This is an optimization exercise on Yosys and OpenROAD, whose aim is small area, a short achievable clock period and few clock cycles, not a production implementation. For this run, only the layout was checked, not whether the RTL still works. Power figures rest on the tool's default switching activity, not on a simulated workload.

<file path="design/flow/design.v">
module frame_rx (
    input  wire        clk,
    input  wire        rst,
    input  wire        in_valid,
    input  wire [7:0]  in_data,
    output wire        in_ready,
    output wire        o_valid,
    input  wire        o_ready,
    output wire [1:0]  o_kind,    
    output wire [15:0] o_pn,
    output wire [7:0]  o_type,
    output wire [5:0]  o_len,
    output wire [31:0] o_sid,
    output wire [15:0] o_tf,
    output wire [15:0] o_fi,
    output wire [7:0]  o_data,
    output wire        o_last
);
    localparam HDR_SIZE    = 13;
    localparam MAX_PAYLOAD = 49;
    localparam S_IDLE   = 3'd0;
    localparam S_CHECK  = 3'd1;
    localparam S_CRC    = 3'd2;
    localparam S_DECIDE = 3'd3;
    localparam S_HDR    = 3'd4;
    localparam S_DATA   = 3'd5;
    localparam S_NACK   = 3'd6;
    reg [7:0]  ring [0:63];
    reg [5:0]  head;
    reg [6:0]  count;
    reg [2:0]  state;
    reg [6:0]  flen;       
    reg [6:0]  idx;        
    reg [15:0] crc;
    reg [15:0] rx_crc;
    reg [7:0]  hdr [0:12];
    wire [5:0]  ps_lo_ptr = head + 6'd3;
    wire [5:0]  ps_hi_ptr = head + 6'd4;
    wire [15:0] peek_ps   = {ring[ps_hi_ptr], ring[ps_lo_ptr]};
    wire [5:0]  rd_ptr  = head + idx[5:0];
    wire [7:0]  rd_byte = ring[rd_ptr];
    wire [5:0]  pl_ptr  = head + 6'd13 + idx[5:0];
    wire [7:0]  pl_byte = ring[pl_ptr];
    wire [5:0]  wr_ptr  = head + count[5:0];
    wire [5:0]  hdr_len = hdr[3][5:0];
    function [15:0] crc_byte;
        input [15:0] c_in;
        input [7:0]  b;
        integer k;
        reg [15:0] c;
        begin
            c = c_in ^ {b, 8'h00};
            for (k = 0; k < 8; k = k + 1)
                c = c[15] ? ((c << 1) ^ 16'h1021) : (c << 1);
            crc_byte = c;
        end
    endfunction
    assign in_ready = (state == S_IDLE);
    assign o_valid = (state == S_HDR) || (state == S_DATA) || (state == S_NACK);
    assign o_kind  = (state == S_DATA) ? 2'd1 : (state == S_NACK) ? 2'd2 : 2'd0;
    assign o_pn    = {hdr[1], hdr[0]};
    assign o_type  = hdr[2];
    assign o_len   = hdr_len;
    assign o_sid   = {hdr[8], hdr[7], hdr[6], hdr[5]};
    assign o_tf    = {hdr[10], hdr[9]};
    assign o_fi    = {hdr[12], hdr[11]};
    assign o_data  = pl_byte;
    assign o_last  = (idx[5:0] == hdr_len - 6'd1);
    integer i;
    always @(posedge clk) begin
        if (state == S_IDLE && in_valid)
            ring[wr_ptr] <= in_data;
    end
    always @(posedge clk) begin
        if (rst) begin
            state  <= S_IDLE;
            head   <= 6'd0;
            count  <= 7'd0;
            flen   <= 7'd0;
            idx    <= 7'd0;
            crc    <= 16'hFFFF;
            rx_crc <= 16'h0000;
            for (i = 0; i < HDR_SIZE; i = i + 1)
                hdr[i] <= 8'h00;
        end else begin
            case (state)
                S_IDLE: begin
                    if (in_valid) begin
                        count <= count + 7'd1;
                        state <= S_CHECK;
                    end
                end
                S_CHECK: begin
                    if (count < HDR_SIZE) begin
                        state <= S_IDLE;
                    end else if (peek_ps > MAX_PAYLOAD) begin
                        head  <= head + 6'd1;
                        count <= count - 7'd1;
                    end else if (count < peek_ps[6:0] + 7'd15) begin
                        state <= S_IDLE;
                    end else begin
                        flen  <= peek_ps[6:0] + 7'd15;
                        idx   <= 7'd0;
                        crc   <= 16'hFFFF;
                        state <= S_CRC;
                    end
                end
                S_CRC: begin
                    if (idx < HDR_SIZE)
                        hdr[idx[3:0]] <= rd_byte;
                    if (idx < flen - 7'd2)
                        crc <= crc_byte(crc, rd_byte);
                    else if (idx == flen - 7'd2)
                        rx_crc[7:0] <= rd_byte;
                    else
                        rx_crc[15:8] <= rd_byte;
                    if (idx == flen - 7'd1)
                        state <= S_DECIDE;
                    else
                        idx <= idx + 7'd1;
                end
                S_DECIDE: begin
                    idx <= 7'd0;
                    if (crc == rx_crc) begin
                        if (hdr[2] <= 8'd4) begin
                            state <= S_HDR;
                        end else begin
                            head  <= head + 6'd1;
                            count <= count - 7'd1;
                            state <= S_CHECK;
                        end
                    end else if (hdr[2] <= 8'd1) begin
                        state <= S_NACK;
                    end else begin
                        head  <= head + 6'd1;
                        count <= count - 7'd1;
                        state <= S_CHECK;
                    end
                end
                S_HDR: begin
                    if (o_ready) begin
                        if (hdr_len == 6'd0) begin
                            head  <= head + flen[5:0];
                            count <= count - flen;
                            state <= S_CHECK;
                        end else begin
                            state <= S_DATA;
                        end
                    end
                end
                S_DATA: begin
                    if (o_ready) begin
                        if (o_last) begin
                            head  <= head + flen[5:0];
                            count <= count - flen;
                            state <= S_CHECK;
                        end else begin
                            idx <= idx + 7'd1;
                        end
                    end
                end
                S_NACK: begin
                    if (o_ready) begin
                        head  <= head + flen[5:0];
                        count <= count - flen;
                        state <= S_CHECK;
                    end
                end
                default: state <= S_IDLE;
            endcase
        end
    end
endmodule
</file>
<file path="design/flow/run.sh">
#!/bin/bash
# synth_recipe.tcl (not shown) runs the flow's synth.tcl, then flattens the netlist and writes it again
# the make line also repeats each setting of config.mk as NAME=value (left out here)
make -C /OpenROAD-flow-scripts/flow DESIGN_CONFIG=/design/flow/config.mk WORK_HOME=/design/flow/orfs CLKGATE_MAP_FILE= SYNTH_SCRIPT=/design/flow/synth_recipe.tcl finish
</file>
<file path="design/flow/config.mk">
export PLATFORM = sky130hd
export DESIGN_NAME = frame_rx
export DESIGN_NICKNAME = frame_rx
export VERILOG_FILES = /design/flow/design.v
export SDC_FILE = /design/flow/constraint.sdc
export NUM_CORES = 4
export LEC_CHECK = 0
export CAP_MARGIN = 20
export CORE_MARGIN = 2
export CORE_UTILIZATION = 40
export PLACE_DENSITY = 0.6
export SLEW_MARGIN = 20
</file>
<file path="design/flow/constraint.sdc">
create_clock -name core_clock -period 8.0 [get_ports {clk}]
set_input_delay 1.6000 -clock core_clock [delete_from_list [all_inputs] [get_ports {clk}]]
set_output_delay 1.6000 -clock core_clock [all_outputs]
set_load 0.01 [all_outputs]
</file>
==> impl_metrics.py <==
metrics = {
    "outcome": {
        "outcome": "finished clean",
    },
    "sta": {
        "hold_viol": 0,
        "drv_slew": 0,
        "fmax_mhz": 140,
        "hold-worst-slack_ns": 0.519,
        "fin_crit_sh": 0.893,
        "min_period_ns": 7.15,
        "skew_ns": 0.0326,
        "final.setup.tns_ns": 0,
        "slew_headroom": 0.147,
        "tightest_slew_ns": 1.25,
        "setup_violations": 0,
        "rsz0062_at_grt": "false",
    },
    "die": {
        "num_rows": 114,
        "die_area_um2": 99400,
        "core-area_um2": 96300,
        "start_util": 0.402,
        "top_level_ports": 119,
        "die_y_um": 315,
        "die_x_um": 315,
    },
    "layout": {
        "synthToLayoutAreaGrowth_pct": 14.1,
        "final_cells": 4093,
        "drive_above_1_share": 0.253,
        "final_cell_mix": "606 x edfxtp_1, 429 x mux4_2, 198 x nand2_1, 148 x nor2_1, 126 x nand3_1",
        "final_common_cell": "edfxtp_1",
        "fin_nets": 2820,
    },
    "worst_setup_path": {
        "path_cells": "inv_1 -> ha_1 -> inv_1 -> ha_1 -> a21o_1 -> a21oi_1 -> xnor2_2 -> buf_4 -> mux4_2 -> mux4_2 -> clkdlybuf4s50_1",
        "worstSetupPathType": "reg -> out",
        "ff2ff_setup_slack_ns": 1.23,
        "worstPathMaxFanout": 32,
        "max_stage_delay_ns": 0.85,
        "crit_arrival_ns": 5.55,
        "start_kind": "flop",
        "cp-end-kind": "output port",
        "crit_required_ns": 6.40,
        "cpMaxStageDelayCell": "dfxtp_2",
    },
    "clock_tree": {
        "clk_pin_slew_ns": 0.06,
        "numCtsBuffers": 75,
        "cts_max_path_buffers": 3,
        "root_buffer": "clkbuf_16",
        "cts_tree": "done",
        "cts.sinks": 668,
        "clk_latency_ns": 0.68,
        "h-tree-depth": 3,
        "cts_resized": 0,
        "cts_setup_buffers": 0,
        "cts_hold_buf": 0,
    },
    "power": {
        "p_sw_frac": 0.385,
        "leakage_nw": 13.8,
        "power_mw": 13.9,
        "p_sw_mw": 5.35,
        "combPwrFrac": 0.448,
        "internal_power_mw": 8.56,
        "p_seq_frac": 0.290,
        "clockPowerShare": 0.261,
        "ir_drop_mv": 0.174,
        "cellPowerDensity_nw_per_um2": 315,
    },
    "placement": {
        "place_congestion": 1.03,
        "place_hpwl_um": 108000,
        "dp.cells": 3947,
        "io_buffers": 118,
    },
    "yosys": {
        "synth_ff_type": "edfxtp_1",
        "yosysTopAreaCell": "edfxtp_1",
        "yosysUniqueCellTypes": 80,
        "synth_top_area_share": 0.470,
        "syn-cell-area_um2": 38700,
        "synth_edf_count": 606,
        "syn_inst": 2640,
        "synth_seq_cells": 668,
        "synth_warnings": 1,
        "yosysSeqAreaShare": 0.502,
        "netlist_top_cells_area": "edfxtp_1 47%, mux4_2 25%, dfxtp_1 3.2%",
        "async_reset_ff_frac": 0,
        "avgSynthCellArea_um2": 14.7,
        "synth_fp_nets": 2712,
    },
    "routing": {
        "vias_per_cell": 6.94,
        "drt_first_iter_violations": 4287,
        "first_pass_iters": 6,
        "wire_per_inst_um": 37.2,
        "drcViolationCount": 0,
        "ant_nets": 0,
        "vias": 28400,
        "wirelength_um": 152000,
    },
    "job": {
        "drv_cap": 0,
    },
    "global_route": {
        "grt_max_degree": 100,
        "grt_first_pass_wirelength_um": 214000,
        "grt_pass1_vias": 27300,
        "grt-ovfl-total": 0,
        "antenna_found_initial": 15,
        "track_usage": 0.305,
    },
    "worst_hold_path": {
        "worstHoldPathType": "reg -> reg",
    },
}
[cell usage after synthesis (all sizes together) (5+ instances only)]
cell type  instances
a2111oi           11
a211oi            14
a21o              16
a21oi             63
a22oi             12
a311oi             6
a31o               7
a31oi             22
a32o               5
and2               7
and3              19
buf               96
clkbuf            75
dfxtp             62
edfxtp           606
fa                 6
ha                54
inv               39
mux2              20
mux2i             38
mux4             437
nand2            199
nand2b             8
nand3            126
nand4             20
nor2             149
nor2b            102
nor3              41
nor3b              5
nor4             125
o211ai             6
o21a              10
o21ai             43
o22ai             13
o31ai              5
o32ai              5
or3                6
or4                7
xnor2             58
xor2              45
[area by class of cell]
| class | count | area, um^2 |
|---|---|---|
| antenna | 9 | 22.5 |
| clock inverter | 53 | 651 |
| fill | 8351 | 52100 |
| timing repair buffer | 202 | 1920 |
| inverter | 41 | 154 |
| clock buffer | 84 | 1950 |
| multi-input combinational | 1760 | 18500 |
| tap | 1276 | 1600 |
| sequential | 668 | 19400 |
[critical path: cells and delay by family, from the launching register on]
kind	cells	cell delay, ns
adders and majority gates	2	0.86
AOI/OAI and AO/OA	2	0.38
xor gates and xnor gates	1	0.13
DFF	1	0.85
buffers and inverters	4	1.57
muxes	2	1.01
[flip-flops by register name (all words and copies together), names as in the netlist]
signal,flops
ring,512
hdr,94
crc,16
rx_crc,16
count,7
flen,7
idx,7
head,6
state,3
[cell families after synthesis]
logic type,count (synthesis),synth area share
flops,668,0.502
buf+inv,212,0.0261
mux,495,0.270
simple gates,823,0.106
fa+ha+maj,60,0.0205
xor+xnor,103,0.0244
compound gates,279,0.0510
[power groups by stage]
| stage | Clock [mW] | Combinational (mW) | Sequential [mW] |
|---|---|---|---|
| after global routing | 3.82 | 6.36 | 4.05 |
| final | 3.64 | 6.24 | 4.04 |
| after CTS | 3.68 | 6.07 | 4.04 |
| after detailed placement | 0 | 6.03 | 4.11 |
| after floorplan | 0 | 3.80 | 4.06 |
| after global placement | 0 | 6.08 | 4.11 |
[worst paths after layout]
path	from	to	cells past startpoint
worst min register to register	rx_crc[5]	rx_crc[5]	2
worst max-delay path	head[2]	o_data[4]	11
worst max register to register	head[0]	crc[12]	17
worst min-delay path	rx_crc[5]	rx_crc[5]	2
[per-stage QoR]
step,util,setup WS [ns],instance area (um^2)
floorplan,-,1.42,38700
global placement,0.432,1.41,41600
detailed placement,0.432,1.32,41600
CTS,0.459,0.943,44200
global route,0.459,0.844,44200
finish,0.459,0.855,44200
[layer usage]
layer	vias to the layer above	wire length [um]	global-route usage
met5	-	189	0.00725
met4	16	8730	0.151
met3	420	18500	0.0916
met2	2255	67400	0.452
met1	14600	57200	0.409
li1	11100	-	-

[separate check: timing with driven ports]
Ports are ideal in the flow. The routed layout listed here was re-timed in OpenROAD.
Step 1 (the two cells are an assumption about what drives the block):
set clk [get_ports {clk}]
set_driving_cell -lib_cell sky130_fd_sc_hd__clkbuf_16 $clk
set_driving_cell -lib_cell sky130_fd_sc_hd__buf_2 [delete_from_list [all_inputs] $clk]
Step 2 moves the port delays by t, midway between the first and last clock arrival at a register: inputs arrive t later, outputs are due t later. That takes back most of the time a late clock gives input paths.
Slacks: ideal / step 1 / step 2; pairs: ideal / step 1.
t (ns): 0.732
setup slack, ns: 0.855 / 0.787 / 1.235
worst data-port slew with drivers (ns): 0.07
After both steps setup and hold are still met in this run. For this run, drivers alone change the setup slack by -0.068 ns; drivers and shift together by +0.380 ns.
